Context: an optimization exercise on an open-source flow, tuned for small area, a short achievable clock period and few clock cycles per item. The choices shown serve that exercise and are no tape-out recipe. RTL that was checked went through simulation tests only; none was proved equivalent to the original. For run 1, only the layout was checked, not whether the RTL still works. Power and IR drop assume default switching activity.

## config.mk

```make
export PLATFORM = sky130hd
export DESIGN_NAME = gsm7_alpha
export DESIGN_NICKNAME = gsm7_alpha
export VERILOG_FILES = /design/flow/design.v
export SDC_FILE = /design/flow/constraint.sdc
export NUM_CORES = 4
export LEC_CHECK = 0
export ABC_AREA = 1
export CAP_MARGIN = 20
export CORE_MARGIN = 2
export CORE_UTILIZATION = 40
export CTS_BUF_LIST = sky130_fd_sc_hd__clkbuf_8
export CTS_CLUSTER_SIZE = 40
export SETUP_SLACK_MARGIN = 5
export SLEW_MARGIN = 20
```

## standard.sh

```bash
#!/bin/bash
# synth_recipe.tcl (not shown) runs the flow's synth.tcl, then flattens the netlist and writes it again
# the make line also repeats each setting of config.mk as NAME=value (left out here)
make -C /OpenROAD-flow-scripts/flow DESIGN_CONFIG=/design/flow/config.mk WORK_HOME=/design/flow/orfs CLKGATE_MAP_FILE= SYNTH_SCRIPT=/design/flow/synth_recipe.tcl "${@:-finish}"
```

## flow/run.sh

```bash
#!/bin/bash
# The standard layout (standard.sh), with plain buf_1 cells as the port buffers
# instead of the default choice (repair_timing resizes them where timing needs it).
set -euo pipefail
bash standard.sh BUFFER_PORTS_ARGS="-buffer_cell sky130_fd_sc_hd__buf_1" SETUP_SLACK_MARGIN=5.3 finish > standard.log 2>&1
```

## design.v

```verilog
module gsm7_alpha (
    input  wire        clk,
    input  wire        rst,           
    input  wire        cmd_valid,
    output wire        cmd_ready,
    input  wire [2:0]  cmd_op,
    input  wire [15:0] cmd_len,
    input  wire        in_valid,
    output wire        in_ready,
    input  wire [31:0] in_data,
    output reg         out_valid,
    input  wire        out_ready,
    output wire [20:0] out_data,
    output reg         res_valid,
    input  wire        res_ready,
    output wire [7:0]  res_err,
    output wire [15:0] res_count
);
    reg         idle;         
    reg         inr;          
    reg         is_dec, is_val;
    reg  [1:0]  pol;
    reg  [10:0] rem;          
    reg         st;           
    reg         flt;          
    reg         r_v, s_v;
    reg  [10:0] r_e, s_e;
    reg  [13:0] od;
    reg  [4:0]  err;          
    reg  [11:0] cnt;
    assign cmd_ready = idle;
    assign in_ready  = inr;
    assign out_data  = {7'd0, od};
    assign res_err   = {3'd0, err};
    assign res_count = {4'd0, cnt};
    wire acc = in_valid && inr;
    wire [32:0] i_i = {is_dec, in_data};
    wire [3:0]  i_f;
    wire i_00_;
    wire i_01_;
    wire i_02_;
    wire i_03_;
    wire i_04_;
    wire i_05_;
    wire i_06_;
    wire i_07_;
    wire i_08_;
    wire i_09_;
    wire i_10_;
    wire i_11_;
    wire i_12_;
    wire i_13_;
    wire i_14_;
    wire i_15_;
    wire i_16_;
    wire i_17_;
    wire i_18_;
    wire i_19_;
    wire i_20_;
    wire i_21_;
    wire i_22_;
    wire i_23_;
    wire i_24_;
    wire i_25_;
    wire i_26_;
    wire i_27_;
    wire i_28_;
    wire i_29_;
    wire i_30_;
    wire i_31_;
    wire i_32_;
    wire i_33_;
    wire i_34_;
    wire i_35_;
    wire i_36_;
    wire i_37_;
    wire i_38_;
    wire i_39_;
    wire i_40_;
    wire i_41_;
    wire i_42_;
    wire i_43_;
    wire i_44_;
    wire i_45_;
    wire i_46_;
    wire i_in_bad;
    wire i_in_gk;
    wire i_in_lo;
    assign i_00_ = ~i_i[20];
    assign i_01_ = ~(i_i[17] | i_i[16]);
    assign i_02_ = i_i[19] | i_i[18];
    assign i_03_ = i_01_ & ~(i_02_);
    assign i_04_ = ~(i_03_ & i_00_);
    assign i_05_ = i_i[31] | i_i[29];
    assign i_06_ = i_05_ | i_i[30];
    assign i_07_ = i_i[26] | i_i[25];
    assign i_08_ = i_i[28] | i_i[27];
    assign i_09_ = i_08_ | i_07_;
    assign i_10_ = i_i[22] | i_i[21];
    assign i_11_ = i_i[24] | i_i[23];
    assign i_12_ = i_11_ | i_10_;
    assign i_13_ = i_12_ | i_09_;
    assign i_14_ = i_13_ | i_06_;
    assign i_15_ = ~(i_14_ | i_04_);
    assign i_16_ = ~(i_i[3] & i_i[2]);
    assign i_17_ = i_i[4] | ~(i_i[5]);
    assign i_18_ = i_17_ | i_16_;
    assign i_19_ = i_i[15] | i_i[14];
    assign i_20_ = i_i[0] | i_i[1];
    assign i_21_ = i_20_ | i_19_;
    assign i_22_ = i_21_ | i_18_;
    assign i_23_ = i_i[11] | i_i[10];
    assign i_24_ = i_i[8] | i_i[9];
    assign i_25_ = ~(i_24_ | i_23_);
    assign i_26_ = i_i[6] | ~(i_i[7]);
    assign i_27_ = i_i[12] | ~(i_i[13]);
    assign i_28_ = i_27_ | i_26_;
    assign i_29_ = i_28_ | ~(i_25_);
    assign i_30_ = ~(i_29_ | i_22_);
    assign i_31_ = ~(i_30_ & i_15_);
    assign i_f[0] = i_31_ & i_i[7];
    assign i_32_ = i_i[13] | i_i[12];
    assign i_33_ = i_32_ | i_19_;
    assign i_34_ = i_15_ & ~(i_33_);
    assign i_in_lo = i_34_ & i_25_;
    assign i_35_ = ~(i_i[12] & i_i[11]);
    assign i_36_ = i_i[14] & ~(i_i[13]);
    assign i_37_ = ~(i_36_ & i_i[15]);
    assign i_38_ = i_37_ | i_35_;
    assign i_39_ = i_38_ | i_04_;
    assign i_40_ = ~i_i[32];
    assign i_41_ = ~((i_03_ | i_00_) & i_40_);
    assign i_42_ = ~(i_41_ | i_14_);
    assign i_in_bad = ~((i_42_ & i_39_) | i_in_lo);
    assign i_43_ = i_i[9] & i_i[7];
    assign i_44_ = ~(i_43_ & i_i[8]);
    assign i_45_ = i_44_ | i_23_;
    assign i_46_ = i_45_ | ~(i_34_);
    assign i_in_gk = ~(i_46_ & i_31_);
    assign i_f[3:1] = { i_in_bad, i_in_lo, i_in_gk };
    wire [10:0] in_e = {i_f, in_data[6:0]};
    wire        r_bad = r_e[10];
    wire        r_lo  = r_e[9];
    wire        r_gk  = r_e[8];
    wire [7:0]  b     = r_e[7:0];
    wire        is_enc = !is_dec && !is_val;
    wire        esc    = st;
    wire        half   = st;
    wire        alla   = st;
    wire [12:0] t_i = {is_dec, st, st, r_e[9:0]};
    wire [15:0] t_y;
    wire t_000_;
    wire t_001_;
    wire t_002_;
    wire t_003_;
    wire t_004_;
    wire t_005_;
    wire t_006_;
    wire t_007_;
    wire t_008_;
    wire t_009_;
    wire t_010_;
    wire t_011_;
    wire t_012_;
    wire t_013_;
    wire t_014_;
    wire t_015_;
    wire t_016_;
    wire t_017_;
    wire t_018_;
    wire t_019_;
    wire t_020_;
    wire t_021_;
    wire t_022_;
    wire t_023_;
    wire t_024_;
    wire t_025_;
    wire t_026_;
    wire t_027_;
    wire t_028_;
    wire t_029_;
    wire t_030_;
    wire t_031_;
    wire t_032_;
    wire t_033_;
    wire t_034_;
    wire t_035_;
    wire t_036_;
    wire t_037_;
    wire t_038_;
    wire t_039_;
    wire t_040_;
    wire t_041_;
    wire t_042_;
    wire t_043_;
    wire t_044_;
    wire t_045_;
    wire t_046_;
    wire t_047_;
    wire t_048_;
    wire t_049_;
    wire t_050_;
    wire t_051_;
    wire t_052_;
    wire t_053_;
    wire t_054_;
    wire t_055_;
    wire t_056_;
    wire t_057_;
    wire t_058_;
    wire t_059_;
    wire t_060_;
    wire t_061_;
    wire t_062_;
    wire t_063_;
    wire t_064_;
    wire t_065_;
    wire t_066_;
    wire t_067_;
    wire t_068_;
    wire t_069_;
    wire t_070_;
    wire t_071_;
    wire t_072_;
    wire t_073_;
    wire t_074_;
    wire t_075_;
    wire t_076_;
    wire t_077_;
    wire t_078_;
    wire t_079_;
    wire t_080_;
    wire t_081_;
    wire t_082_;
    wire t_083_;
    wire t_084_;
    wire t_085_;
    wire t_086_;
    wire t_087_;
    wire t_088_;
    wire t_089_;
    wire t_090_;
    wire t_091_;
    wire t_092_;
    wire t_093_;
    wire t_094_;
    wire t_095_;
    wire t_096_;
    wire t_097_;
    wire t_098_;
    wire t_099_;
    wire t_100_;
    wire t_101_;
    wire t_102_;
    wire t_103_;
    wire t_104_;
    wire t_105_;
    wire t_106_;
    wire t_107_;
    wire t_108_;
    wire t_109_;
    wire t_110_;
    wire t_111_;
    wire t_112_;
    wire t_113_;
    wire t_114_;
    wire t_115_;
    wire t_116_;
    wire t_117_;
    wire t_118_;
    wire t_119_;
    wire t_120_;
    wire t_121_;
    wire t_122_;
    wire t_123_;
    wire t_124_;
    wire t_125_;
    wire t_126_;
    wire t_127_;
    wire t_128_;
    wire t_129_;
    wire t_130_;
    wire t_131_;
    wire t_132_;
    wire t_133_;
    wire t_134_;
    wire t_135_;
    wire t_136_;
    wire t_137_;
    wire t_138_;
    wire t_139_;
    wire t_140_;
    wire t_141_;
    wire t_142_;
    wire t_143_;
    wire t_144_;
    wire t_145_;
    wire t_146_;
    wire t_147_;
    wire t_148_;
    wire t_149_;
    wire t_150_;
    wire t_151_;
    wire t_152_;
    wire t_153_;
    wire t_154_;
    wire t_155_;
    wire t_156_;
    wire t_157_;
    wire t_158_;
    wire t_159_;
    wire t_160_;
    wire t_161_;
    wire t_162_;
    wire t_163_;
    wire t_164_;
    wire t_165_;
    wire t_166_;
    wire t_167_;
    wire t_168_;
    wire t_169_;
    wire t_170_;
    wire t_171_;
    wire t_172_;
    wire t_173_;
    wire t_174_;
    wire t_175_;
    wire t_176_;
    wire t_177_;
    wire t_178_;
    wire t_179_;
    wire t_180_;
    wire t_181_;
    wire t_182_;
    wire t_183_;
    wire t_184_;
    wire t_185_;
    wire t_186_;
    wire t_187_;
    wire t_188_;
    wire t_189_;
    wire t_190_;
    wire t_191_;
    wire t_192_;
    wire t_193_;
    wire t_194_;
    wire t_195_;
    wire t_196_;
    wire t_197_;
    wire t_198_;
    wire t_199_;
    wire t_200_;
    wire t_201_;
    wire t_202_;
    wire t_203_;
    wire t_204_;
    wire t_205_;
    wire t_206_;
    wire t_207_;
    wire t_208_;
    wire t_209_;
    wire t_210_;
    wire t_211_;
    wire t_212_;
    wire t_213_;
    wire t_214_;
    wire t_215_;
    wire t_216_;
    wire t_217_;
    wire t_218_;
    wire t_219_;
    wire t_220_;
    wire t_221_;
    wire t_222_;
    wire t_223_;
    wire t_224_;
    wire t_225_;
    wire t_226_;
    wire t_227_;
    wire t_228_;
    wire t_229_;
    wire t_230_;
    wire t_231_;
    wire t_232_;
    wire t_233_;
    wire t_234_;
    wire t_235_;
    wire t_236_;
    wire t_237_;
    wire t_238_;
    wire t_239_;
    wire t_240_;
    wire t_241_;
    wire t_242_;
    wire t_243_;
    wire t_244_;
    wire t_245_;
    wire t_246_;
    wire t_247_;
    wire t_248_;
    wire t_249_;
    wire t_250_;
    wire t_251_;
    wire t_252_;
    wire t_253_;
    wire t_254_;
    wire t_255_;
    wire t_256_;
    wire t_257_;
    wire t_258_;
    wire t_259_;
    wire t_260_;
    wire t_261_;
    wire t_262_;
    wire t_263_;
    wire t_264_;
    wire t_265_;
    wire t_266_;
    wire t_267_;
    wire t_268_;
    wire t_269_;
    wire t_270_;
    wire t_271_;
    wire t_272_;
    wire t_273_;
    wire t_274_;
    wire t_275_;
    wire t_276_;
    wire t_277_;
    wire t_278_;
    wire t_279_;
    wire t_280_;
    wire t_281_;
    wire t_282_;
    wire t_283_;
    wire t_284_;
    wire t_285_;
    wire t_286_;
    wire t_287_;
    wire t_288_;
    wire t_289_;
    wire t_290_;
    wire t_291_;
    wire t_292_;
    wire t_293_;
    wire t_294_;
    wire t_295_;
    wire t_296_;
    wire t_297_;
    wire t_298_;
    wire t_299_;
    wire t_300_;
    wire t_301_;
    wire t_302_;
    wire t_303_;
    wire t_304_;
    wire t_305_;
    wire t_306_;
    wire t_307_;
    wire t_308_;
    wire t_309_;
    wire t_310_;
    wire t_311_;
    wire t_312_;
    wire t_313_;
    wire t_314_;
    wire t_315_;
    wire t_316_;
    wire t_317_;
    wire t_318_;
    wire t_319_;
    wire t_320_;
    wire t_321_;
    wire t_322_;
    wire t_323_;
    wire t_324_;
    assign t_155_ = ~t_i[7];
    assign t_165_ = ~t_i[2];
    assign t_176_ = ~(t_i[3] | t_i[0]);
    assign t_186_ = ~(t_i[4] | t_i[1]);
    assign t_197_ = ~(t_186_ & t_176_);
    assign t_207_ = t_165_ & ~(t_197_);
    assign t_217_ = ~(t_207_ & t_155_);
    assign t_228_ = ~t_i[1];
    assign t_238_ = ~t_i[0];
    assign t_249_ = t_i[3] & t_i[2];
    assign t_260_ = t_238_ & ~(t_249_);
    assign t_262_ = t_228_ & ~(t_260_);
    assign t_263_ = t_i[0] | ~(t_i[4]);
    assign t_264_ = t_263_ | ~(t_262_);
    assign t_265_ = t_i[4] & t_i[3];
    assign t_266_ = t_i[0] & t_i[1];
    assign t_267_ = ~((t_266_ | t_i[2]) & t_265_);
    assign t_268_ = t_i[4] & ~(t_i[3]);
    assign t_269_ = ~(t_i[2] | t_i[1]);
    assign t_270_ = t_i[2] & t_i[1];
    assign t_271_ = ~(t_270_ | t_269_);
    assign t_272_ = t_i[2] & t_i[0];
    assign t_273_ = ~(t_i[2] | t_i[0]);
    assign t_274_ = t_273_ | t_272_;
    assign t_275_ = ~(t_274_ | t_271_);
    assign t_276_ = ~(t_275_ & t_268_);
    assign t_277_ = ~(t_276_ & t_197_);
    assign t_278_ = ~((t_267_ & t_155_) | t_277_);
    assign t_279_ = ~((t_264_ | t_155_) & t_278_);
    assign t_280_ = ~(t_279_ & t_217_);
    assign t_281_ = t_i[4] & ~(t_i[6]);
    assign t_282_ = ~(t_281_ & t_272_);
    assign t_283_ = t_i[9] & ~(t_i[8]);
    assign t_284_ = ~(t_283_ & t_i[5]);
    assign t_285_ = ~((t_282_ & t_280_) | t_284_);
    assign t_286_ = ~((t_i[3] & t_i[1]) | t_i[6]);
    assign t_287_ = ~(t_i[7] | t_i[6]);
    assign t_288_ = ~t_287_;
    assign t_289_ = ~(t_i[5] | t_i[1]);
    assign t_290_ = ~t_289_;
    assign t_291_ = ~((t_290_ & t_288_) | t_176_);
    assign t_292_ = ~((t_290_ | t_288_) & t_291_);
    assign t_293_ = t_i[7] & ~(t_i[6]);
    assign t_294_ = ~t_293_;
    assign t_295_ = t_i[0] & ~(t_i[4]);
    assign t_296_ = t_295_ & ~(t_i[1]);
    assign t_297_ = t_i[1] & ~(t_i[0]);
    assign t_298_ = t_297_ | t_268_;
    assign t_299_ = ~((t_298_ | t_296_) & t_294_);
    assign t_300_ = t_i[7] | ~(t_i[6]);
    assign t_301_ = t_186_ & ~(t_i[0]);
    assign t_302_ = ~t_301_;
    assign t_303_ = ~((t_302_ | t_294_) & (t_300_ | t_i[4]));
    assign t_304_ = t_299_ & ~(t_303_);
    assign t_305_ = ~((t_304_ & t_292_) | t_165_);
    assign t_306_ = t_286_ & ~(t_305_);
    assign t_307_ = t_285_ & ~(t_306_);
    assign t_308_ = t_i[4] & ~(t_i[2]);
    assign t_309_ = t_295_ | ~(t_263_);
    assign t_310_ = ~(t_309_ & t_i[1]);
    assign t_311_ = t_i[2] & ~(t_i[4]);
    assign t_312_ = t_311_ | t_308_;
    assign t_313_ = ~(t_312_ | t_310_);
    assign t_314_ = ~t_313_;
    assign t_315_ = ~t_i[3];
    assign t_316_ = t_i[4] & t_i[1];
    assign t_317_ = ~(t_316_ | t_186_);
    assign t_318_ = t_317_ & ~(t_315_);
    assign t_319_ = t_i[2] & ~(t_318_);
    assign t_320_ = ~((t_319_ & t_314_) | (t_308_ & t_275_));
    assign t_321_ = ~(t_i[0] | t_i[1]);
    assign t_322_ = t_165_ & ~(t_309_);
    assign t_323_ = t_322_ | ~(t_321_);
    assign t_324_ = t_i[0] & ~(t_249_);
    assign t_000_ = t_323_ & ~(t_324_);
    assign t_001_ = ~(t_289_ & t_i[3]);
    assign t_002_ = t_001_ | t_000_;
    assign t_003_ = t_320_ & ~(t_002_);
    assign t_004_ = ~t_i[5];
    assign t_005_ = ~((t_264_ & t_197_) | t_004_);
    assign t_006_ = t_i[4] | t_i[3];
    assign t_007_ = t_i[2] & ~(t_006_);
    assign t_008_ = ~(t_i[4] & t_i[2]);
    assign t_009_ = ~(t_266_ & t_i[3]);
    assign t_010_ = t_004_ & ~(t_009_);
    assign t_011_ = t_010_ & ~(t_008_);
    assign t_012_ = t_011_ | t_007_;
    assign t_013_ = t_012_ | t_005_;
    assign t_014_ = t_013_ | t_003_;
    assign t_015_ = t_i[7] & t_i[6];
    assign t_016_ = t_015_ & t_014_;
    assign t_017_ = t_004_ & ~(t_300_);
    assign t_018_ = ~t_i[4];
    assign t_019_ = t_266_ & ~(t_i[2]);
    assign t_020_ = t_i[2] & ~(t_266_);
    assign t_021_ = ~(t_020_ | t_019_);
    assign t_022_ = ~(t_i[6] | t_i[5]);
    assign t_023_ = ~t_022_;
    assign t_024_ = ~((t_023_ | t_i[0]) & (t_021_ | t_018_));
    assign t_025_ = ~t_024_;
    assign t_026_ = t_i[1] & ~(t_i[3]);
    assign t_027_ = t_i[3] & ~(t_i[1]);
    assign t_028_ = ~((t_027_ | t_026_) & t_238_);
    assign t_029_ = t_186_ | ~(t_272_);
    assign t_030_ = ~(t_029_ & t_006_);
    assign t_031_ = t_028_ & ~(t_030_);
    assign t_032_ = t_i[7] | t_i[4];
    assign t_033_ = t_274_ & ~(t_032_);
    assign t_034_ = ~((t_033_ & t_031_) | (t_025_ & t_017_));
    assign t_035_ = t_295_ & ~(t_i[3]);
    assign t_036_ = ~t_269_;
    assign t_037_ = ~((t_302_ & t_036_) | t_315_);
    assign t_038_ = ~t_i[6];
    assign t_039_ = ~((t_297_ & t_268_) | t_038_);
    assign t_040_ = t_039_ & ~(t_037_);
    assign t_041_ = t_i[5] & ~(t_040_);
    assign t_042_ = ~((t_035_ | t_294_) & t_041_);
    assign t_043_ = ~(t_042_ & t_034_);
    assign t_044_ = ~(t_043_ | t_016_);
    assign t_045_ = t_283_ & ~(t_044_);
    assign t_046_ = ~(t_045_ | t_307_);
    assign t_047_ = ~(t_i[3] | t_i[2]);
    assign t_048_ = ~(t_047_ & t_289_);
    assign t_049_ = t_i[5] & ~(t_i[4]);
    assign t_050_ = t_i[4] & ~(t_i[5]);
    assign t_051_ = t_i[9] | ~(t_i[8]);
    assign t_052_ = t_293_ & ~(t_051_);
    assign t_053_ = ~((t_050_ | t_049_) & t_052_);
    assign t_054_ = t_053_ | ~(t_048_);
    assign t_055_ = t_293_ & ~(t_271_);
    assign t_056_ = ~t_055_;
    assign t_057_ = ~(t_005_ | t_279_);
    assign t_058_ = t_207_ | t_038_;
    assign t_059_ = t_283_ & ~(t_058_);
    assign t_060_ = t_059_ & ~(t_057_);
    assign t_061_ = t_305_ | ~(t_321_);
    assign t_062_ = ~((t_249_ | t_i[5]) & t_297_);
    assign t_063_ = ~((t_i[5] & t_i[3]) | t_019_);
    assign t_064_ = t_063_ & ~(t_053_);
    assign t_065_ = t_287_ & ~(t_051_);
    assign t_066_ = ~((t_065_ & t_301_) | (t_064_ & t_062_));
    assign t_067_ = t_061_ & ~(t_066_);
    assign t_068_ = ~(t_067_ | t_060_);
    assign t_069_ = ~((t_056_ | t_046_) & t_068_);
    assign t_070_ = ~t_069_;
    assign t_071_ = t_315_ & ~(t_273_);
    assign t_072_ = t_i[5] & ~(t_071_);
    assign t_073_ = ~((t_072_ & t_036_) | (t_070_ & t_054_));
    assign t_074_ = t_046_ & ~(t_073_);
    assign t_y[14] = ~t_074_;
    assign t_075_ = ~t_186_;
    assign t_076_ = ~((t_075_ | t_165_) & t_038_);
    assign t_077_ = t_i[7] | ~(t_i[3]);
    assign t_078_ = t_077_ | ~(t_283_);
    assign t_079_ = t_076_ & ~(t_078_);
    assign t_080_ = t_079_ & t_024_;
    assign t_081_ = ~(t_080_ | t_067_);
    assign t_082_ = t_284_ | ~(t_266_);
    assign t_083_ = t_016_ & ~(t_082_);
    assign t_y[15] = t_083_ | ~(t_081_);
    assign t_084_ = t_004_ & ~(t_322_);
    assign t_085_ = ~(t_001_ & t_197_);
    assign t_086_ = ~((t_050_ & t_026_) | t_085_);
    assign t_087_ = t_086_ & ~(t_084_);
    assign t_088_ = t_i[11] | ~(t_i[12]);
    assign t_089_ = t_249_ | ~(t_281_);
    assign t_090_ = ~(t_089_ | t_088_);
    assign t_y[8] = t_090_ & ~(t_087_);
    assign t_091_ = t_267_ & ~(t_058_);
    assign t_092_ = ~t_i[11];
    assign t_093_ = ~((t_296_ & t_249_) | t_087_);
    assign t_094_ = t_091_ | t_207_;
    assign t_095_ = t_093_ & ~(t_094_);
    assign t_096_ = ~t_324_;
    assign t_097_ = ~(t_274_ & t_315_);
    assign t_098_ = t_260_ & ~(t_018_);
    assign t_099_ = ~((t_098_ & t_097_) | (t_096_ & t_i[1]));
    assign t_100_ = t_095_ & ~(t_099_);
    assign t_101_ = ~((t_i[5] & t_i[3]) | t_100_);
    assign t_102_ = ~(t_287_ & t_228_);
    assign t_103_ = ~(t_102_ | t_312_);
    assign t_104_ = t_103_ & ~(t_101_);
    assign t_105_ = ~((t_017_ & t_207_) | t_092_);
    assign t_106_ = t_105_ & ~(t_104_);
    assign t_107_ = t_249_ & ~(t_310_);
    assign t_108_ = t_107_ & ~(t_042_);
    assign t_109_ = t_106_ & ~(t_108_);
    assign t_110_ = ~t_265_;
    assign t_111_ = t_286_ & ~(t_270_);
    assign t_112_ = t_111_ & t_110_;
    assign t_113_ = t_022_ & ~(t_112_);
    assign t_114_ = t_i[2] & ~(t_i[1]);
    assign t_115_ = t_i[6] & ~(t_i[3]);
    assign t_116_ = ~((t_115_ & t_114_) | t_113_);
    assign t_117_ = t_093_ | t_032_;
    assign t_118_ = ~((t_117_ | t_116_) & t_109_);
    assign t_119_ = t_118_ & ~(t_092_);
    assign t_120_ = ~t_119_;
    assign t_121_ = ~((t_120_ | t_091_) & t_i[12]);
    assign t_122_ = t_i[6] & ~(t_091_);
    assign t_123_ = t_092_ & ~(t_122_);
    assign t_124_ = t_095_ | ~(t_123_);
    assign t_y[7] = t_124_ & ~(t_121_);
    assign t_125_ = ~((t_285_ & t_i[6]) | t_069_);
    assign t_126_ = ~t_i[12];
    assign t_127_ = t_i[10] | ~(t_y[15]);
    assign t_128_ = ~((t_127_ | t_y[14]) & t_126_);
    assign t_129_ = ~t_122_;
    assign t_130_ = ~(t_048_ | t_309_);
    assign t_131_ = t_i[6] & ~(t_011_);
    assign t_132_ = ~((t_131_ | t_130_) & (t_129_ | t_i[4]));
    assign t_133_ = ~t_132_;
    assign t_134_ = t_i[3] & ~(t_i[4]);
    assign t_135_ = t_i[2] & ~(t_268_);
    assign t_136_ = ~((t_135_ & t_022_) | t_134_);
    assign t_137_ = t_093_ & ~(t_136_);
    assign t_138_ = t_137_ | t_i[11];
    assign t_139_ = ~((t_138_ | t_133_) & t_i[12]);
    assign t_y[6] = ~((t_139_ | t_109_) & (t_128_ | t_125_));
    assign t_140_ = t_i[0] | ~(t_i[2]);
    assign t_141_ = ~(t_265_ & t_092_);
    assign t_142_ = t_141_ | t_023_;
    assign t_143_ = ~((t_142_ & t_120_) | (t_140_ & t_228_));
    assign t_144_ = t_132_ & ~(t_031_);
    assign t_145_ = t_i[11] | t_i[5];
    assign t_146_ = ~((t_145_ | t_144_) & t_i[12]);
    assign t_147_ = ~t_081_;
    assign t_148_ = t_074_ & ~(t_147_);
    assign t_149_ = t_300_ | ~(t_057_);
    assign t_150_ = ~(t_149_ | t_100_);
    assign t_151_ = ~t_150_;
    assign t_152_ = ~(t_041_ & t_155_);
    assign t_153_ = ~((t_152_ | t_095_) & t_151_);
    assign t_154_ = t_153_ | t_307_;
    assign t_156_ = ~(t_154_ | t_148_);
    assign t_y[5] = ~((t_156_ | t_128_) & (t_146_ | t_143_));
    assign t_157_ = ~(t_148_ | t_128_);
    assign t_158_ = ~((t_273_ & t_i[1]) | t_272_);
    assign t_159_ = ~((t_115_ | t_022_) & t_158_);
    assign t_160_ = t_238_ ? t_i[1] : t_004_;
    assign t_161_ = t_122_ & ~(t_160_);
    assign t_162_ = t_i[8] ? t_004_ : t_i[7];
    assign t_163_ = ~((t_162_ | t_161_) & (t_159_ | t_262_));
    assign t_164_ = t_263_ & ~(t_315_);
    assign t_166_ = t_164_ & ~(t_084_);
    assign t_167_ = t_i[7] & ~(t_111_);
    assign t_168_ = t_167_ & ~(t_166_);
    assign t_169_ = t_i[8] | ~(t_i[7]);
    assign t_170_ = ~(t_169_ | t_115_);
    assign t_171_ = t_165_ ? t_i[0] : t_170_;
    assign t_172_ = t_171_ & t_168_;
    assign t_173_ = ~((t_163_ & t_032_) | t_172_);
    assign t_174_ = ~t_109_;
    assign t_175_ = t_028_ & ~(t_272_);
    assign t_177_ = t_175_ | t_i[6];
    assign t_178_ = ~((t_177_ & t_009_) | (t_038_ & t_i[5]));
    assign t_179_ = t_159_ | t_i[4];
    assign t_180_ = t_178_ & ~(t_179_);
    assign t_181_ = ~((t_122_ & t_049_) | t_088_);
    assign t_182_ = ~((t_178_ | t_018_) & t_181_);
    assign t_183_ = ~((t_182_ | t_180_) & (t_174_ | t_126_));
    assign t_y[4] = ~((t_173_ & t_157_) | t_183_);
    assign t_184_ = t_i[4] | ~(t_i[8]);
    assign t_185_ = ~(t_122_ | t_077_);
    assign t_187_ = t_185_ | t_168_;
    assign t_188_ = ~t_i[8];
    assign t_189_ = t_110_ & ~(t_035_);
    assign t_190_ = ~((t_189_ | t_188_) & t_151_);
    assign t_191_ = t_076_ | t_317_;
    assign t_192_ = ~((t_191_ & t_190_) | (t_187_ & t_184_));
    assign t_193_ = t_122_ | t_022_;
    assign t_194_ = ~((t_273_ & t_i[1]) | t_313_);
    assign t_195_ = ~((t_194_ & t_193_) | t_315_);
    assign t_196_ = ~((t_023_ | t_320_) & t_181_);
    assign t_198_ = ~((t_196_ | t_195_) & (t_118_ | t_126_));
    assign t_y[3] = ~((t_192_ & t_157_) | t_198_);
    assign t_199_ = t_075_ & ~(t_020_);
    assign t_200_ = ~((t_281_ & t_266_) | t_301_);
    assign t_201_ = ~((t_199_ | t_i[3]) & t_200_);
    assign t_202_ = ~((t_201_ & t_004_) | (t_133_ & t_272_));
    assign t_203_ = t_202_ | t_091_;
    assign t_204_ = t_318_ | ~(t_193_);
    assign t_205_ = ~((t_204_ & t_165_) | t_088_);
    assign t_206_ = ~((t_205_ & t_203_) | (t_119_ & t_028_));
    assign t_208_ = ~(t_034_ & t_010_);
    assign t_209_ = ~(t_172_ | t_305_);
    assign t_210_ = t_209_ & t_208_;
    assign t_211_ = t_268_ | t_155_;
    assign t_212_ = t_008_ & ~(t_211_);
    assign t_213_ = t_212_ & t_072_;
    assign t_214_ = t_210_ & ~(t_213_);
    assign t_y[2] = ~((t_214_ & t_157_) | (t_206_ & t_128_));
    assign t_215_ = t_122_ & ~(t_014_);
    assign t_216_ = t_026_ & ~(t_308_);
    assign t_218_ = t_311_ | ~(t_009_);
    assign t_219_ = t_218_ | t_216_;
    assign t_220_ = ~(t_324_ & t_265_);
    assign t_221_ = t_295_ | t_092_;
    assign t_222_ = ~((t_221_ & t_023_) | (t_274_ & t_315_));
    assign t_223_ = ~((t_222_ & t_220_) | t_i[1]);
    assign t_224_ = ~((t_223_ & t_129_) | (t_219_ & t_022_));
    assign t_225_ = t_215_ | ~(t_224_);
    assign t_226_ = t_225_ | t_106_;
    assign t_227_ = t_095_ & ~(t_i[7]);
    assign t_229_ = ~((t_227_ | t_016_) & t_228_);
    assign t_230_ = t_i[1] & ~(t_227_);
    assign t_231_ = ~((t_095_ | t_155_) & t_230_);
    assign t_232_ = t_312_ & ~(t_260_);
    assign t_233_ = ~((t_232_ & t_170_) | (t_000_ & t_i[8]));
    assign t_234_ = ~((t_231_ | t_147_) & t_233_);
    assign t_235_ = t_229_ & ~(t_234_);
    assign t_y[1] = ~((t_235_ & t_157_) | (t_226_ & t_i[12]));
    assign t_236_ = ~(t_268_ & t_228_);
    assign t_237_ = t_i[7] & ~(t_134_);
    assign t_239_ = ~((t_237_ & t_236_) | (t_184_ & t_238_));
    assign t_240_ = ~((t_210_ & t_016_) | t_239_);
    assign t_241_ = ~((t_210_ | t_056_) & t_240_);
    assign t_242_ = t_321_ | t_i[5];
    assign t_243_ = t_242_ | t_165_;
    assign t_244_ = ~t_190_;
    assign t_245_ = t_i[0] & ~(t_114_);
    assign t_246_ = ~((t_036_ & t_188_) | t_i[4]);
    assign t_247_ = ~((t_269_ & t_i[8]) | (t_110_ & t_263_));
    assign t_248_ = t_247_ | t_246_;
    assign t_250_ = ~((t_248_ | t_279_) & (t_245_ | t_244_));
    assign t_251_ = ~((t_250_ & t_243_) | (t_241_ & t_151_));
    assign t_252_ = t_i[0] ? t_165_ : t_i[5];
    assign t_253_ = ~(t_252_ & t_119_);
    assign t_254_ = t_136_ & ~(t_228_);
    assign t_255_ = ~((t_215_ | t_238_) & t_254_);
    assign t_256_ = t_122_ & ~(t_i[4]);
    assign t_257_ = ~((t_256_ | t_i[0]) & (t_112_ | t_023_));
    assign t_258_ = t_257_ & ~(t_100_);
    assign t_259_ = t_092_ & ~(t_258_);
    assign t_261_ = ~((t_259_ & t_255_) | t_126_);
    assign t_y[0] = ~((t_261_ & t_253_) | (t_251_ & t_157_));
    assign t_y[13] = ~(t_121_ | t_120_);
    assign t_y[12:9] = { 3'h0, t_y[8] };
    wire [1:0]  cls   = t_y[15:14];      
    wire [13:0] t_d   = t_y[13:0];
    wire        alpha = cls[1] ^ cls[0];
    wire xd = r_lo && (b == 8'h0A || b == 8'h14 || b == 8'h28 || b == 8'h29 || b == 8'h2F ||
                       b == 8'h3C || b == 8'h3D || b == 8'h3E || b == 8'h40 || b == 8'h65);
    wire xe = (r_gk && b == 8'h2C) ||
              (r_lo && (b == 8'h0C || b == 8'h5B || b == 8'h5C || b == 8'h5D || b == 8'h5E ||
                        b == 8'h7B || b == 8'h7C || b == 8'h7D || b == 8'h7E));
    wire can_out = !out_valid || out_ready;
    wire pe      = r_v && !res_valid;
    wire go      = pe && can_out;
    wire f13  = r_bad;
    wire f14  = is_dec && !esc && b[7];
    wire fna  = is_enc && !alpha && (pol[0] == pol[1]);      
    wire flt_now = go && !flt && (f13 || f14 || fna);
    wire [4:0] f_code = {f13 || f14, 1'b0, f14 && !f13, f13 || (fna && pol[0]), f13 || (fna && !pol[0])};
    wire emit = !flt && (is_dec ? (esc || (b != 8'h1B && !b[7])) : (!is_val && (alpha || pol != 2'd2)));
    wire keep = !flt && !r_bad && (is_dec ? (esc && !xd) : (!is_val && xe && !half));
    wire cons = go && !keep;
    wire drained = (rem == 11'd0) && !r_v && !s_v;
    wire tail    = !idle && is_dec && !is_val && esc && !flt && drained;
    wire tail_go = tail && can_out;
    wire fin     = !idle && drained && !tail && !res_valid && can_out;
    wire r_v_n = cons ? (s_v || acc) : (r_v || acc);
    wire r_ld  = !r_v || cons;
    wire s_v_n = cons ? (s_v && acc) : (s_v || (r_v && acc));
    wire rem1  = (rem == 11'd1);
    wire c_op  = (cmd_op[2:1] == 2'b11);
    wire c_len = (cmd_len > 16'd1024);
    wire c_imm = c_op || c_len;
    always @(posedge clk) begin
        r_e <= ({11{r_ld && !s_v}} & in_e) | ({11{r_ld && s_v}} & s_e) | ({11{!r_ld}} & r_e);
        if (!s_v || cons)
            s_e <= in_e;
        if (go || tail_go)
            od <= tail ? 14'h00A0 : t_d;
        if (idle) begin
            is_dec <= (cmd_op == 3'd5) || c_imm;
            is_val <= (cmd_op == 3'd4) || c_imm;
            pol    <= c_imm ? {1'b0, !c_op} : cmd_op[1:0];
            rem    <= c_imm ? 11'd0 : cmd_len[10:0];
            st     <= (cmd_op == 3'd4) && (cmd_len != 16'd0) && !c_len;
            flt    <= 1'b0;
        end else begin
            rem <= rem - {10'd0, acc};
            if (go && !flt) begin
                if (is_dec)      st <= !esc && (b == 8'h1B);
                else if (is_val) st <= alla && alpha;
                else             st <= xe && !half;
            end
            if (flt_now) flt <= 1'b1;
            if (tail_go) st <= 1'b0;
        end
        if (rst) begin
            idle      <= 1'b1;
            inr       <= 1'b0;
            r_v       <= 1'b0;
            s_v       <= 1'b0;
            out_valid <= 1'b0;
            res_valid <= 1'b0;
            err       <= 5'd0;
            cnt       <= 12'd0;
        end else begin
            r_v <= r_v_n;
            s_v <= s_v_n;
            out_valid <= (go && emit) || tail_go || (out_valid && !out_ready);
            res_valid <= fin || (res_valid && !res_ready);
            if (idle)
                idle <= !cmd_valid;
            else if (fin)
                idle <= 1'b1;
            if (idle)
                inr <= cmd_valid && !c_imm && (cmd_len != 16'd0);
            else
                inr <= (rem != 11'd0) && !(rem1 && acc) && !(r_v_n && s_v_n);
            if (res_valid && res_ready)
                err <= 5'd0;
            else if (fin && is_dec && is_val)
                err <= {3'b100, pol[0], 1'b0};
            else if (flt_now)
                err <= f_code;
            if (res_valid && res_ready)
                cnt <= 12'd0;
            else if (fin && (flt || is_val))
                cnt <= {11'd0, is_val && !is_dec && alla && !flt};
            else
                cnt <= cnt + {11'd0, out_valid && out_ready};
        end
    end
endmodule
```

## constraint.sdc

```tcl
create_clock -name core_clock -period 8.0 [get_ports {clk}]
set_input_delay 1.6000 -clock core_clock [delete_from_list [all_inputs] [get_ports {clk}]]
set_output_delay 1.6000 -clock core_clock [all_outputs]
set_load 0.01 [all_outputs]
```

==> impl_metrics.csv, run 1 <==
group,metric,value,unit
setup_path,critical-path-max-stage-delay,0.55,ns
floorplanning,dieArea,14500,um^2
yosys,ys_warn_count,1,
power_and_ir_drop,peakVddDrop,86.8,uV
sta,setup_slack,5.10,ns
yosys,synthAdderAreaFrac,5.31,%
setup_path,path_cells,"buf_1 -> or4_4 -> nor3_2 -> a21oi_2 -> nor2_4 -> inv_2 -> or2_4",
yosys,ys_async_sr_fraction,0,%
setup_path,r2r_slack,5.30,ns
setup_path,startpoint_type,"input pin",
min_path,hold_path_class,"reg2reg",
sta,slew_headroom,56.1,%
power_and_ir_drop,internal-power,660,uW
yosys,mappedNetlistArea,5420,um^2
yosys,synth.area.top_cells,"dfxtp_1 (17%), edfxtp_1 (14%), nand2_1 (12%)",
placed_design,dp_hpwl,13200,um
cells_and_area,nNetsFinal,1016,
global_route,grt_pass1_vias,5775,
yosys,synth-compound-area-share,15.3,%
yosys,synth_seq_area_share,31.0,%
setup_path,crit_fanout,2,
global_route,grt_pass1_wl,29400,um
sta,rsz0062_at_grt,"true",
yosys,syn_inst,802,
cells_and_area,finalNonFillerCells,1117,
setup_path,endpoint_kind,"flip-flop",
sta,period_share,36.2,%
yosys,synth_xor_area_share,0.323,%
power_and_ir_drop,net-switching-power,342,uW
sta,final_hold_viol_count,0,
route,firstDrtPassIters,8,
cells_and_area,diodes,0,
power_and_ir_drop,power_leakage,0.00309,uW
global_route,grt.overflow.total,0,
placed_design,place_congestion,1.02,
setup_path,worstPathRequired,8.13,ns
yosys,synth_top_family_by_area,"simple AND/OR/NAND/NOR gates",
sta,fmax,345,MHz
setup_path,crit_type,"in2reg",
route,drtIter0Drc,587,
floorplanning,fp-row-count,42,
power_and_ir_drop,power_frac_seq,40.4,%
floorplanning,die_h,120,um
cells_and_area,layout-drive-gt1-share,26.6,%
route,wl,18700,um
route,drcViolationCount,0,
sta,setup_tns,0,ns
sta,slew_viol_final,0,
yosys,netlist_top_cells_count,"nand2_1 (172), inv_1 (98), nor2_1 (81)",
yosys,yosysMostFrequentCell,"nand2_1",
sta,worst_pin_slew,0.652,ns
floorplanning,core_area,13200,um^2
route,vias,6070,
sta,holdWs,0.448,ns
yosys,synth_seq_cells,71,
clocking,clk_latency,0.37,ns
route,wl_per_cell,16.8,um
yosys,synth_ff_type,"dfxtp_1",
global_route,grt_usage,26.0,%
yosys,avgSynthCellArea,6.76,um^2
floorplanning,dieWidth,120,um
setup_path,arrival,3.03,ns
global_route,antenna_found_initial,0,
yosys,synthMuxAreaShare,0,%
floorplanning,start_util,40.9,%
placed_design,dp_cells,1042,
power_and_ir_drop,switching_share,34.1,%
power_and_ir_drop,powerDensity,137,nW/um^2
route,via_per_inst,5.43,
sta,finalWorstPathRequiredPeriod,2.90,ns
power_and_ir_drop,p_comb_share,30.4,%
clocking,clock_path_buffers,2,
power_and_ir_drop,p_clk_share,29.3,%
route,detail-route-antenna-nets,0,
yosys,synth_top_area_share,16.6,%
sta,setup_violations,0,
placed_design,pre_cts_ws,3.78,ns
clocking,htreeDepth,3,
sta,skew,0.0145,ns
floorplanning,boundaryPins,106,
yosys,synthSimpleGateAreaFrac,35.1,%
cells_and_area,syn_to_final_growth,34.7,%
run,cap_violations,0,
clocking,numCtsBuffers,9,
yosys,synth_top_area_cell,"dfxtp_1",
placed_design,io_buffers,87,
clocking,clkTransAtPathRegs,0.08,ns
setup_path,cp_top_family,"simple AND/OR/NAND/NOR gates",
setup_path,worst_path_max_delay_cell,"or4_4",
yosys,synth_cell_type_count,53,
clocking,cts_tree,"built",
run_status,status,"complete, no violations",
clocking,cts.sinks,71,
cells_and_area,nFillCells,1307,
setup_path,critical_path_buf_inv_count,2,
global_route,grt_max_degree,18,
yosys,synth_edf_count,26,
clocking,hold_buffers,0,
clocking,cts-root-buf,"clkbuf_8",
worst min-delay path, delay by kind of cell, from the launching register on:
family	cells	cell delay (ns)
flops	1	0.32
simple gates	1	0.05
compound gates	1	0.05
stage by stage:
step	total power, uW	area (um^2)	utilization [%]
2_1_floorplan	567	5640	-
3_3_place_gp	639	5920	44.7
4_1_cts	967	6690	50.5
6_report	1000	7300	55.1
3_5_place_dp	634	5920	44.7
5_1_grt	1050	7300	55.1
state kept, by name, indices dropped and copies added (netlist names):
signal	cells
inr	1
rem	11
s_e	11
pol	2
r_v	1
r_e	11
s_v	1
st	1
od	10
is_val	1
is_dec	1
res_valid	1
idle	1
err	4
flt	1
cnt	12
out_valid	1
final cells by class:
| cell class | count | area (um^2) | area share (%) |
|---|---|---|---|
| clock buffers | 11 | 151 | 2.07 |
| clock inverters | 5 | 48.8 | 0.668 |
| inverters | 113 | 462 | 6.32 |
| multi-input cells | 594 | 3790 | 51.9 |
| flip-flops and latches | 71 | 1710 | 23.4 |
| well taps | 176 | 220 | 3.02 |
| repair buffers | 147 | 922 | 12.6 |
layer usage:
| layer | routed length (um) | up-vias | global-route usage [%] | share of wire (%) |
|---|---|---|---|---|
| met5 | 0 | - | 0 | 0 |
| met4 | 930 | 0 | 15.3 | 5.0 |
| met3 | 1500 | 75 | 5.42 | 8.0 |
| met2 | 8620 | 312 | 41.2 | 46 |
| met1 | 7700 | 2734 | 32.6 | 41 |
| li1 | - | 2949 | - | - |
worst paths after layout:
kind                                  startpoint             endpoint  cells past startpoint
worst max register to register    r_e[2]$_DFF_P_  od[0]$_SDFFCE_PP0P_                     13
worst min-delay path            s_e[5]$_DFFE_PP_       r_e[5]$_DFF_P_                      2
worst min register to register  s_e[5]$_DFFE_PP_       r_e[5]$_DFF_P_                      2
worst max-delay path                 cmd_len[15]     is_val$_DFFE_PP_                      7
cell usage in the layout (no fill, tap or decap), types with 9 or more instances in the layout:
cell        n
a21oi_1    29
a21oi_2     9
buf_1      83
buf_4      46
buf_6      10
clkbuf_8   11
conb_1     18
dfxtp_1    36
edfxtp_1   26
ha_1       11
ha_4       10
inv_1      89
inv_2      20
nand2_1   149
nand2_2    22
nand2_4    11
nand3_1    46
nand3_2    17
nand4_1    20
nor2_1     62
nor2_2     14
nor2_4     10
nor3_1     20
o211ai_1   13
o21ai_0    33
o21ai_1     9
kinds of logic (layout without fill, tap and decap cells):
group                      after synthesis  in the layout
DFF                                     71             71
AOI/OAI and AO/OA                      137            137
adders and majority gates               23             23
buffers and inverters                  155            276
other                                    1             18
and+or+nand+nor                        413            414
xor gates and xnor gates                 2              2
power by group through the flow:
stage          logic [uW]  clock network [uW]  registers, uW
3_5_place_dp          215                   0            419
3_3_place_gp          219                   0            419
6_report              305                 293            405
4_1_cts               263                 301            403
2_1_floorplan         160                   0            408
5_1_grt               329                 315            406
timing repair:
action                     CTS  global route
pin swaps                    5            38
setup endpoints to repair   67            78
buffers inserted            31            26
resized for setup           77            99
cloned                       1             1
==> inputs of run 2 (changes only) <==
--- a/design.v
+++ b/design.v
@@ -21,4 +21,5 @@
     reg         is_dec, is_val;
     reg  [1:0]  pol;
+    reg         imm, ie1;
     reg  [10:0] rem;          
     reg         st;           
@@ -832,6 +833,6 @@
     wire keep = !flt && !r_bad && (is_dec ? (esc && !xd) : (!is_val && xe && !half));
     wire cons = go && !keep;
-    wire drained = (rem == 11'd0) && !r_v && !s_v;
-    wire tail    = !idle && is_dec && !is_val && esc && !flt && drained;
+    wire drained = ((rem == 11'd0) || imm) && !r_v && !s_v;
+    wire tail    = !idle && is_dec && esc && !flt && drained;
     wire tail_go = tail && can_out;
     wire fin     = !idle && drained && !tail && !res_valid && can_out;
@@ -850,9 +851,11 @@
             od <= tail ? 14'h00A0 : t_d;
         if (idle) begin
-            is_dec <= (cmd_op == 3'd5) || c_imm;
-            is_val <= (cmd_op == 3'd4) || c_imm;
-            pol    <= c_imm ? {1'b0, !c_op} : cmd_op[1:0];
-            rem    <= c_imm ? 11'd0 : cmd_len[10:0];
-            st     <= (cmd_op == 3'd4) && (cmd_len != 16'd0) && !c_len;
+            is_dec <= (cmd_op == 3'd5);
+            is_val <= (cmd_op == 3'd4);
+            pol    <= cmd_op[1:0];
+            imm    <= c_imm;
+            ie1    <= !c_op;
+            rem    <= cmd_len[10:0];
+            st     <= (cmd_op == 3'd4) && (cmd_len != 16'd0);
             flt    <= 1'b0;
         end else begin
@@ -887,9 +890,9 @@
                 inr <= cmd_valid && !c_imm && (cmd_len != 16'd0);
             else
-                inr <= (rem != 11'd0) && !(rem1 && acc) && !(r_v_n && s_v_n);
+                inr <= !imm && (rem != 11'd0) && !(rem1 && acc) && !(r_v_n && s_v_n);
             if (res_valid && res_ready)
                 err <= 5'd0;
-            else if (fin && is_dec && is_val)
-                err <= {3'b100, pol[0], 1'b0};
+            else if (fin && imm)
+                err <= {3'b100, ie1, 1'b0};
             else if (flt_now)
                 err <= f_code;
@@ -897,5 +900,5 @@
                 cnt <= 12'd0;
             else if (fin && (flt || is_val))
-                cnt <= {11'd0, is_val && !is_dec && alla && !flt};
+                cnt <= {11'd0, is_val && !imm && alla && !flt};
             else
                 cnt <= cnt + {11'd0, out_valid && out_ready};
==> flow/run.sh (replaced) <==
#!/bin/bash
# The standard layout (standard.sh), with plain buf_1 cells as the port buffers
# instead of the default choice (repair_timing resizes them where timing needs it).
set -euo pipefail
bash standard.sh BUFFER_PORTS_ARGS="-buffer_cell sky130_fd_sc_hd__buf_1" finish > standard.log 2>&1
--- a/config.mk
+++ b/config.mk
@@ -9,5 +9,5 @@
 export CAP_MARGIN = 20
 export CORE_MARGIN = 2
-export CORE_UTILIZATION = 40
+export CORE_UTILIZATION = 50
 export CTS_BUF_LIST = sky130_fd_sc_hd__clkbuf_8
 export CTS_CLUSTER_SIZE = 40
==> run 2 against run 1 <==
  * Utilization increased by 4.3 points
  * Critical path depth is 10 higher
  * Synthesized cell count down 3.7%
  * Worst setup slack worse by 0.014 ns
  * Flip-flop and latch count up 2
  * Sequential power up 5.9%
  * Via count down 2.2%
  * Total power fell by 8.2%
  * Die area decreased by 21%
  * Maximum frequency fell by 0.48%
  * Sequential share of layout area rose by 5.5 points
  * Critical endpoint is now od[0]$_SDFFCE_PP0P_
  * Largest cell class unchanged
==> impl_metrics.csv, run 2 <==
group,metric,value,unit
run_status,status,"complete, no violations",
setup_path,endpoint_kind,"flip-flop",
sta,slew_headroom,56.1,%
route,wl_per_cell,17.0,um
cells_and_area,final_util,59.4,%
yosys,ys_async_sr_fraction,0,%
global_route,grt_pass1_vias,5550,
power_and_ir_drop,total_power,920,uW
route,firstDrtPassIters,6,
route,drtIter0Drc,598,
sta,holdWs,0.461,ns
yosys,yosysMostFrequentCell,"nand2_1",
power_and_ir_drop,switching_share,33.1,%
route,m1WireLength,6740,um
sta,fmax,344,MHz
power_and_ir_drop,power_frac_seq,46.6,%
global_route,grt_pass1_wl,26800,um
clocking,cts_tree,"built",
setup_path,startpoint_type,"flip-flop",
power_and_ir_drop,internal-power,616,uW
floorplanning,dieWidth,107,um
power_and_ir_drop,power_leakage,0.00256,uW
sta,setup_violations,0,
power_and_ir_drop,p_clk_share,32.0,%
yosys,synth_seq_cells,73,
placed_design,place_congestion,1.08,
cells_and_area,layout_commonest_cell,"nand2_1",
global_route,antenna_found_initial,0,
sta,slew_viol_final,0,
power_and_ir_drop,peakVddDrop,142,uV
setup_path,timing.rr.end,"od[0]$_SDFFCE_PP0P_",
clocking,clk_latency,0.35,ns
sta,period_share,36.4,%
yosys,ys_warn_count,1,
setup_path,worstPathRequired,8.10,ns
sta,finalWorstPathRequiredPeriod,2.91,ns
global_route,grt_usage,29.6,%
cells_and_area,layout-drive-gt1-share,11.7,%
clocking,hold_buffers,0,
yosys,synth_cell_type_count,48,
floorplanning,dieArea,11500,um^2
yosys,synth_seq_area_share,32.7,%
power_and_ir_drop,powerDensity,150,nW/um^2
clocking,clock_path_buffers,2,
setup_path,worstReg2RegStart,"r_e[1]$_DFF_P_",
route,vias,5935,
floorplanning,fp-row-count,37,
route,drcViolationCount,0,
yosys,synth_ff_type,"dfxtp_1",
route,via_per_inst,5.88,
cells_and_area,mostFrequentLayoutCells,"nand2_1 (151), nor2_1 (90), buf_1 (87), inv_1 (86), nand3_1 (53)",
sta,rsz0062_at_grt,"true",
cells_and_area,largest_register_ff_count,12,
clocking,clkTransAtPathRegs,0.08,ns
placed_design,io_buffers,87,
floorplanning,boundaryPins,106,
yosys,mappedNetlistArea,5330,um^2
cells_and_area,nNetsFinal,948,
yosys,syn_inst,772,
route,wl,17100,um
setup_path,startpoint,"r_e[1]$_DFF_P_",
clocking,cts-root-buf,"clkbuf_8",
yosys,avgSynthCellArea,6.91,um^2
sta,setup_tns,0,ns
route,top_layer_used,"met4",
yosys,synth.area.top_cells,"dfxtp_1 (17%), edfxtp_1 (16%), nand2_1 (11%)",
sta,worst_pin_slew,0.652,ns
cells_and_area,diodes,0,
route,wl_met2,7440,um
floorplanning,start_util,51.7,%
route,detail-route-antenna-nets,0,
yosys,synth_top_area_cell,"dfxtp_1",
sta,skew,0.0146,ns
setup_path,crit_fanout,12,
clocking,cts.sinks,73,
yosys,netlist_top_cells_count,"nand2_1 (155), nor2_1 (92), inv_1 (87)",
sta,final_hold_viol_count,0,
setup_path,crit_type,"reg2reg",
placed_design,dp_hpwl,12800,um
global_route,grt_max_degree,25,
route,route.met3.wl,1990,um
yosys,synth_edf_count,28,
setup_path,arrival,3.01,ns
min_path,hold_path_class,"reg2reg",
floorplanning,die_h,107,um
setup_path,reg2reg_depth,17,
cells_and_area,regMostFlops,"cnt",
power_and_ir_drop,p_comb_share,21.4,%
setup_path,r2r_slack,5.09,ns
floorplanning,core_area,10300,um^2
power_and_ir_drop,net-switching-power,304,uW
global_route,grt.overflow.total,0,
run,cap_violations,0,
min_path,hold_start,"s_e[5]$_DFFE_PP_",
clocking,htreeDepth,3,
cells_and_area,syn_to_final_growth,14.9,%
clocking,numCtsBuffers,9,
setup_path,crit_path_end,"od[0]$_SDFFCE_PP0P_",
yosys,synth_top_area_share,16.9,%
run 2: cell types whose count changed in the layout (fill, tap and decap cells not counted), sizes merged, moves of 3 or more:
cell / before / now
o22ai: 7 / 4
buf: 145 / 108
inv: 114 / 101
nor2: 86 / 97
nand3: 66 / 58
nand2: 182 / 161
xor2: 1 / 6
nor3: 28 / 21
a21oi: 38 / 42
o21ai: 47 / 53
o211ai: 13 / 16
clkbuf: 12 / 9
run 2: worst max-delay path, cell delays in order (launching register included):
cell and delay [ns]:
dfxtp_4 0.40, inv_6 0.13, ha_2 0.23, inv_1 0.13, nor2_4 0.15, nand2_1 0.11, nand4_1 0.10, o21ai_1 0.17
nor2_2 0.18, nand3_1 0.16, nand3_1 0.20, nand2_1 0.10, o21ai_0 0.09, o21ai_0 0.11, o31ai_1 0.09, nand2_1 0.12
o21ai_1 0.14, nor2_1 0.05
run 2: cell families after synthesis:
group	share of synthesized area, %
buf+inv	12.0
compound gates	15.0
other cells	0.0703
flops	32.7
fa+ha+maj	5.40
simple gates	33.6
xor+xnor	1.31
run 2: repair_timing:
item / CTS / global route
setup buffers: 4 / 17
resized for setup: 20 / 28
pin swaps: 1 / 2
endpoints found under the setup margin: 41 / 43
run 2: through the flow:
step / std cells / instance area (um^2) / setup slack, ns
after floorplan: 789 / 5400 / 5.03
after global placement: 972 / 5630 / 4.51
after detailed placement: 972 / 5630 / 4.41
after CTS: 992 / 5900 / 4.99
after global routing: 1009 / 6130 / 4.96
final: 1009 / 6130 / 5.09
run 2: worst min-delay path by stage:
| stage | endpoint | slack (ns) | cells past startpoint |
|---|---|---|---|
| floorplan | r_e[5]$_DFF_P_ | 0.43 | 2 |
| detailed placement | r_e[5]$_DFF_P_ | 0.45 | 2 |
| finish | r_e[5]$_DFF_P_ | 0.46 | 2 |
| global route | err[2]$_SDFFE_PP0N_ | 0.50 | 2 |
| CTS | r_e[5]$_DFF_P_ | 0.46 | 2 |
| global placement | r_e[5]$_DFF_P_ | 0.44 | 2 |
run 2: metal layers:
layer  GRT usage (%)  vias up
met2            44.9      390
met4            17.0        0
met5               0        -
met1            37.6     2666
met3            8.47      100
li1                -     2779
run 2: power by group through the flow:
stage	combinational (uW)	clock [uW]	sequential, uW
after floorplan	134	0	425
after global routing	215	323	432
after CTS	174	302	433
final	197	295	429
after detailed placement	170	0	441
after global placement	171	0	441
run 2: area by class of cell:
type	instances	area (um^2)
inverter	99	393
multi-input combinational	577	3110
sequential	73	1770
clock buffer	9	124
fill	1022	4190
timing repair buffer	108	482
tap	136	170
clock inverter	7	76.3
Testbench counts of run 2, summed over its fixed seeds: cycles 38,358, items 35,725.
==> inputs of run 3 (changes only) <==
--- a/config.mk
+++ b/config.mk
@@ -9,7 +9,8 @@
 export CAP_MARGIN = 20
 export CORE_MARGIN = 2
-export CORE_UTILIZATION = 50
+export CORE_UTILIZATION = 40
 export CTS_BUF_LIST = sky130_fd_sc_hd__clkbuf_8
 export CTS_CLUSTER_SIZE = 40
+export PLACE_DENSITY = 0.7
 export SETUP_SLACK_MARGIN = 5
 export SLEW_MARGIN = 20
==> run 3 against run 2 <==
  * First-iteration DRC count rose by 22%
  * Total power grew 3.5%
  * Still clean on timing, DRC and antenna
  * Sequential share of layout area decreased by 0.60 points
  * Wire length up 3.0%
  * Clock skew shrank 0.0035 ns
  * Count of clock-buffer cells in the layout stayed put
  * Critical path depth increased by 1
  * Global-route usage down 4.7 points
==> impl_metrics.csv, run 3 <==
group,metric,value,unit
route,drcViolationCount,0,
power_and_ir_drop,power_leakage,0.00258,uW
route,wl_per_cell,16.9,um
global_route,grt_usage,25.0,%
clocking,cts-root-buf,"clkbuf_8",
min_path,hold_path_class,"reg2reg",
clocking,clock_path_buffers,2,
run,cap_violations,0,
route,via_per_inst,5.58,
setup_path,arrival,3.08,ns
floorplanning,dieArea,14300,um^2
cells_and_area,nFillCells,1360,
global_route,antenna_found_initial,0,
global_route,grt.overflow.total,0,
sta,fmax,335,MHz
cells_and_area,regMostFlops,"cnt",
placed_design,place_congestion,1.06,
yosys,synth_cell_type_count,48,
cells_and_area,fin_area,6240,um^2
floorplanning,boundaryPins,106,
clocking,clkTransAtPathRegs,0.08,ns
route,vias,5835,
sta,period_share,37.3,%
clocking,htreeDepth,3,
setup_path,timing.rr.end,"od[5]$_SDFFCE_PP1P_",
placed_design,dp_hpwl,13200,um
clocking,hold_buffers,0,
setup_path,startpoint,"r_e[1]$_DFF_P_",
yosys,ys_async_sr_fraction,0,%
yosys,synth_top_area_cell,"dfxtp_1",
cells_and_area,diodes,0,
sta,skew,0.0111,ns
global_route,grt_pass1_wl,27900,um
floorplanning,fp-row-count,42,
route,drtIter0Drc,732,
min_path,hold_start,"s_e[5]$_DFFE_PP_",
global_route,grt_pass1_vias,5390,
route,firstDrtPassIters,8,
sta,setup_violations,0,
yosys,avgSynthCellArea,6.91,um^2
sta,slew_headroom,54.5,%
setup_path,worst_path_max_delay_cell,"dfxtp_4",
min_path,whs_endpoint,"r_e[5]$_DFF_P_",
sta,worst_pin_slew,0.677,ns
setup_path,r2r_slack,5.02,ns
cells_and_area,largest_register_ff_count,12,
floorplanning,core_area,13100,um^2
setup_path,crit_fanout,12,
setup_path,worstPathRequired,8.10,ns
yosys,synth.area.top_cells,"dfxtp_1 (17%), edfxtp_1 (16%), nand2_1 (11%)",
sta,slew_viol_final,0,
cells_and_area,layout_commonest_cell,"nand2_1",
yosys,synth_seq_area_share,32.7,%
clocking,clk_latency,0.37,ns
setup_path,worstReg2RegStart,"r_e[1]$_DFF_P_",
setup_path,endpoint_kind,"flip-flop",
cells_and_area,finalNonFillerCells,1045,
power_and_ir_drop,powerDensity,153,nW/um^2
yosys,yosysMostFrequentCell,"nand2_1",
yosys,mappedNetlistArea,5330,um^2
route,detail-route-antenna-nets,0,
yosys,ys_warn_count,1,
yosys,synth_seq_cells,73,
cells_and_area,layout-drive-gt1-share,12.2,%
placed_design,dpl-instance-area,5700,um^2
clocking,numCtsBuffers,9,
clocking,cts.sinks,73,
sta,setup_tns,0,ns
min_path,hold_depth,2,
setup_path,reg2reg_depth,18,
setup_path,path_cells,"buf_12 -> inv_8 -> ha_4 -> inv_2 -> nor2_4 -> nand2_2 -> nand4_1 -> o21ai_2 -> nor2_2 -> nand3_2 -> nand2_1 -> nand4_1 -> nand4_1 -> nand2_1 -> inv_1 -> o22ai_1 -> nand3_1 -> nand3_1",
setup_path,crit_path_frequent_cell,"nand4_1",
cells_and_area,nNetsFinal,944,
sta,finalWorstPathRequiredPeriod,2.98,ns
yosys,synth_ff_type,"dfxtp_1",
setup_path,critical-path-max-stage-delay,0.38,ns
floorplanning,die_h,119,um
clocking,cts_tree,"built",
route,wl,17700,um
placed_design,io_buffers,87,
cells_and_area,final_util,47.5,%
yosys,synth_edf_count,28,
cells_and_area,mostFrequentLayoutCells,"nand2_1 (147), nor2_1 (90), buf_1 (87), inv_1 (85), nand3_1 (49)",
yosys,netlist_top_cells_count,"nand2_1 (155), nor2_1 (92), inv_1 (87)",
placed_design,dp_cells,1014,
setup_path,startpoint_type,"flip-flop",
power_and_ir_drop,peakVddDrop,143,uV
cells_and_area,syn_to_final_growth,17.0,%
yosys,syn_inst,772,
setup_path,crit_type,"reg2reg",
yosys,synth_top_area_share,16.9,%
floorplanning,start_util,40.6,%
sta,rsz0062_at_grt,"true",
sta,final_hold_viol_count,0,
floorplanning,dieWidth,119,um
global_route,grt_max_degree,25,
run_status,status,"complete, no violations",
-- run 3: how the worst max path moves through the flow --
stage | end | slack, ns | depth (start not counted)
floorplan | cnt[11]$_SDFF_PP0_ | 5.03 | 12
global placement | od[0]$_SDFFCE_PP0P_ | 4.03 | 16
detailed placement | od[0]$_SDFFCE_PP0P_ | 4.17 | 16
CTS | od[5]$_SDFFCE_PP1P_ | 5.00 | 17
global route | st$_DFFE_PP_ | 4.95 | 20
finish | od[5]$_SDFFCE_PP1P_ | 5.02 | 18
-- run 3: report_power, final --
group | total, uW | switching, uW | internal (uW)
Sequential | 429 | 24.1 | 405
Combinational | 204 | 137 | 66.4
Clock | 321 | 145 | 175
Total | 953 | 307 | 646
-- run 3: metrics by stage --
step	total power [uW]	setup WS [ns]	hold slack [ns]
floorplan	560	5.03	0.429
global placement	617	4.03	0.437
detailed placement	615	4.17	0.441
CTS	943	5.00	0.455
global route	999	4.95	0.468
finish	953	5.02	0.450
-- run 3: final cells by class --
class	count	area, um^2	area share (%)
Multi-Input combinational cell	577	3150	50.5
Sequential cell	73	1770	28.3
Timing Repair Buffer	104	488	7.82
Inverter	99	395	6.34
Tap cell	176	220	3.53
Clock buffer	9	124	1.99
Clock inverter	7	93.8	1.50
-- run 3: cell families after synthesis --
| kind of cell | share of synthesized area [%] |
|---|---|
| and+or+nand+nor | 33.6 |
| buffers and inverters | 12.0 |
| AOI/OAI and AO/OA | 15.0 |
| DFF | 32.7 |
| adders and majority gates | 5.40 |
| xor gates and xnor gates | 1.31 |
| other | 0.0703 |
-- run 3: what timing repair did --
| action | in CTS | in global routing |
|---|---|---|
| setup buffers | 8 | 6 |
| cloned | 0 | 1 |
| endpoints found under the hold margin | 0 | 0 |
| gates resized for setup | 22 | 40 |
| endpoints found under the setup margin | 41 | 40 |
| pin swaps | 1 | 5 |
-- run 3: critical path: cells and delay by family, from the launching register on --
kind                     cells  cell delay, ns
adder cells (fa/ha/maj)      1            0.16
AND/OR/NAND/NOR             11            1.50
AO/OA/AOI/OAI                2            0.22
flip-flops                   1            0.38
buffers and inverters        4            0.44
-- run 3: layer usage --
metal / part of all wire, % / global-route usage (%)
met5: 0 / 0
met4: 4.7 / 12.2
met3: 11 / 6.18
met2: 43 / 37.6
met1: 41 / 33.3
==> inputs of run 4 (changes only) <==
--- a/config.mk
+++ b/config.mk
@@ -12,5 +12,5 @@
 export CTS_BUF_LIST = sky130_fd_sc_hd__clkbuf_8
 export CTS_CLUSTER_SIZE = 40
-export PLACE_DENSITY = 0.7
 export SETUP_SLACK_MARGIN = 5
 export SLEW_MARGIN = 20
+export TNS_END_PERCENT = 0
==> run 4 against run 3 <==
  * Count of clock-buffer cells in the layout stayed put
  * Non-clock buffer count shrank 3
  * Critical path type unchanged
  * Clock power is essentially flat
  * Die area is the same
  * Highest routed layer unchanged
  * First-iteration DRC count fell by 5.5%
  * Still clean
  * Maximum frequency is 0.14% higher
==> impl_metrics.csv, run 4 <==
group,metric,value,unit
floorplanning,core_area,13100,um^2
global_route,grt_max_degree,24,
power_and_ir_drop,power_leakage,0.00253,uW
setup_path,endpoint_kind,"flip-flop",
clocking,clk_latency,0.37,ns
clocking,numCtsBuffers,9,
sta,finalWorstPathRequiredPeriod,2.98,ns
cells_and_area,nNetsFinal,941,
setup_path,path_cells,"buf_6 -> inv_6 -> ha_1 -> nand2_1 -> nand3_1 -> nand2_1 -> nand3_1 -> nand2_1 -> nand2_1 -> a21oi_1 -> inv_1 -> nor2_2 -> inv_2 -> nand4_1 -> nand2_1 -> inv_2 -> nand2_1 -> nor3_1 -> nor2_1",
placed_design,dpl-instance-area,5700,um^2
yosys,synth_seq_area_share,32.7,%
floorplanning,dieArea,14300,um^2
sta,skew,0.00828,ns
clocking,htreeDepth,3,
clocking,cts-root-buf,"clkbuf_8",
global_route,antenna_found_initial,0,
floorplanning,start_util,40.6,%
floorplanning,fp-row-count,42,
sta,fmax,336,MHz
yosys,mappedNetlistArea,5330,um^2
power_and_ir_drop,switching_share,31.7,%
route,detail-route-antenna-nets,0,
setup_path,worstPathRequired,8.13,ns
yosys,synth_top_area_cell,"dfxtp_1",
setup_path,arrival,3.11,ns
clocking,clkTransAtPathRegs,0.08,ns
cells_and_area,nFillCells,1400,
cells_and_area,layout_commonest_cell,"nand2_1",
cells_and_area,layout-drive-gt1-share,9.47,%
power_and_ir_drop,peakVddDrop,170,uV
clocking,clock_path_buffers,2,
yosys,yosysMostFrequentCell,"nand2_1",
global_route,gr-usage-met2,35.4,%
power_and_ir_drop,powerDensity,155,nW/um^2
route,via_per_inst,5.50,
sta,slew_viol_final,0,
placed_design,io_buffers,87,
route,vias,5732,
global_route,grt_usage,23.8,%
min_path,hold_path_class,"reg2reg",
global_route,grt_pass1_vias,5205,
clocking,cts_tree,"built",
cells_and_area,diodes,0,
placed_design,dp_hpwl,12800,um
power_and_ir_drop,total_power,942,uW
power_and_ir_drop,p_comb_share,20.8,%
floorplanning,dieWidth,119,um
setup_path,critical-path-max-stage-delay,0.33,ns
route,wl,16800,um
run_status,status,"complete, no violations",
yosys,synth_seq_cells,73,
sta,setup_violations,0,
cells_and_area,largest_register_ff_count,12,
power_and_ir_drop,net-switching-power,299,uW
run,cap_violations,0,
global_route,use_met1,30.9,%
power_and_ir_drop,internal-power,643,uW
route,drcViolationCount,0,
yosys,avgSynthCellArea,6.91,um^2
sta,period_share,37.2,%
sta,setup_tns,0,ns
setup_path,r2r_slack,5.02,ns
placed_design,dp_cells,1015,
yosys,ys_warn_count,1,
sta,final_hold_viol_count,0,
route,wl_per_cell,16.1,um
setup_path,crit_type,"reg2reg",
power_and_ir_drop,p_clk_share,34.1,%
setup_path,crit_fanout,17,
setup_path,worst_path_max_delay_cell,"dfxtp_1",
setup_path,startpoint_type,"flip-flop",
## run 4: changes by cell type in the layout (fill, tap and decap cells not counted), moves of 3 or more
| cell | previous run | this run |
|---|---|---|
| nand3_2 | 9 | 3 |
| nand2_1 | 147 | 153 |
| nand2_2 | 12 | 6 |
| nand3_1 | 49 | 55 |
| inv_6 | 0 | 3 |
| dfxtp_4 | 6 | 3 |
## run 4: per-layer routing
metal  vias up  part of all wire [%]  routed length, um
met2       367                    43               7160
met3        82                    11               1910
met1      2519                    41               6860
li1       2764                     -                  -
met4         0                   5.2                873
met5         -                     0                  0
## run 4: power by group through the flow
stage	logic [uW]	clock network, uW	registers, uW
3_3_place_gp	183	0	435
6_report	196	321	425
4_1_cts	183	331	426
5_1_grt	214	344	428
2_1_floorplan	134	0	425
3_5_place_dp	179	0	434
## run 4: per-stage QoR
step	utilization (%)	hold slack [ns]
after floorplan	-	0.429
after global placement	43.4	0.441
after detailed placement	43.4	0.447
after CTS	45.6	0.472
after global routing	46.3	0.492
final	46.3	0.465
## run 4: repair_timing
action	CTS	global route
setup buffers	5	6
resized for setup	16	12
hold buffers	0	0
endpoints found under the setup margin	40	43
pin swaps	1	0
## run 4: final timing paths
kind / startpoint / to / cells after the start
min: s_e[5]$_DFFE_PP_ / r_e[5]$_DFF_P_ / 2
max: r_e[4]$_DFF_P_ / od[2]$_SDFFCE_PP0P_ / 19
min reg2reg: s_e[5]$_DFFE_PP_ / r_e[5]$_DFF_P_ / 2
max reg2reg: r_e[4]$_DFF_P_ / od[2]$_SDFFCE_PP0P_ / 19
## run 4: cells by family (layout without fill, tap and decap cells)
logic type | count (synthesis) | in the layout | share of synthesized area, %
and+or+nand+nor | 390 | 390 | 33.6
buffers and inverters | 139 | 216 | 12.0
AOI/OAI and AO/OA | 138 | 138 | 15.0
DFF | 73 | 73 | 32.7
adders and majority gates | 23 | 23 | 5.40
xor gates and xnor gates | 8 | 8 | 1.31
other | 1 | 18 | 0.0703
## run 4: worst reg2reg max path: cells and delay by family, from the launching register on
| kind | cells | cell delay (ns) |
|---|---|---|
| AOI/OAI and AO/OA | 1 | 0.21 |
| adders and majority gates | 1 | 0.25 |
| buffers and inverters | 5 | 0.58 |
| DFF | 1 | 0.33 |
| and+or+nand+nor | 12 | 1.35 |
## run 4: layout make-up
| type | count | area [um^2] | area share (%) |
|---|---|---|---|
| Sequential cell | 73 | 1760 | 28.9 |
| Clock inverter | 7 | 95.1 | 1.56 |
| Timing Repair Buffer | 101 | 439 | 7.23 |
| Tap cell | 176 | 220 | 3.62 |
| Multi-Input combinational cell | 577 | 3060 | 50.3 |
| Clock buffer | 9 | 124 | 2.04 |
| Inverter | 99 | 388 | 6.38 |

Re-timed with assumed drivers on the ports (clkbuf_16 on the clock, buf_2 on other inputs), run 4 has 5.022 ns of setup slack against 5.022 ns with ideal ports, and 4.727 ns once port delays also move by the mid clock arrival of 0.402 ns.
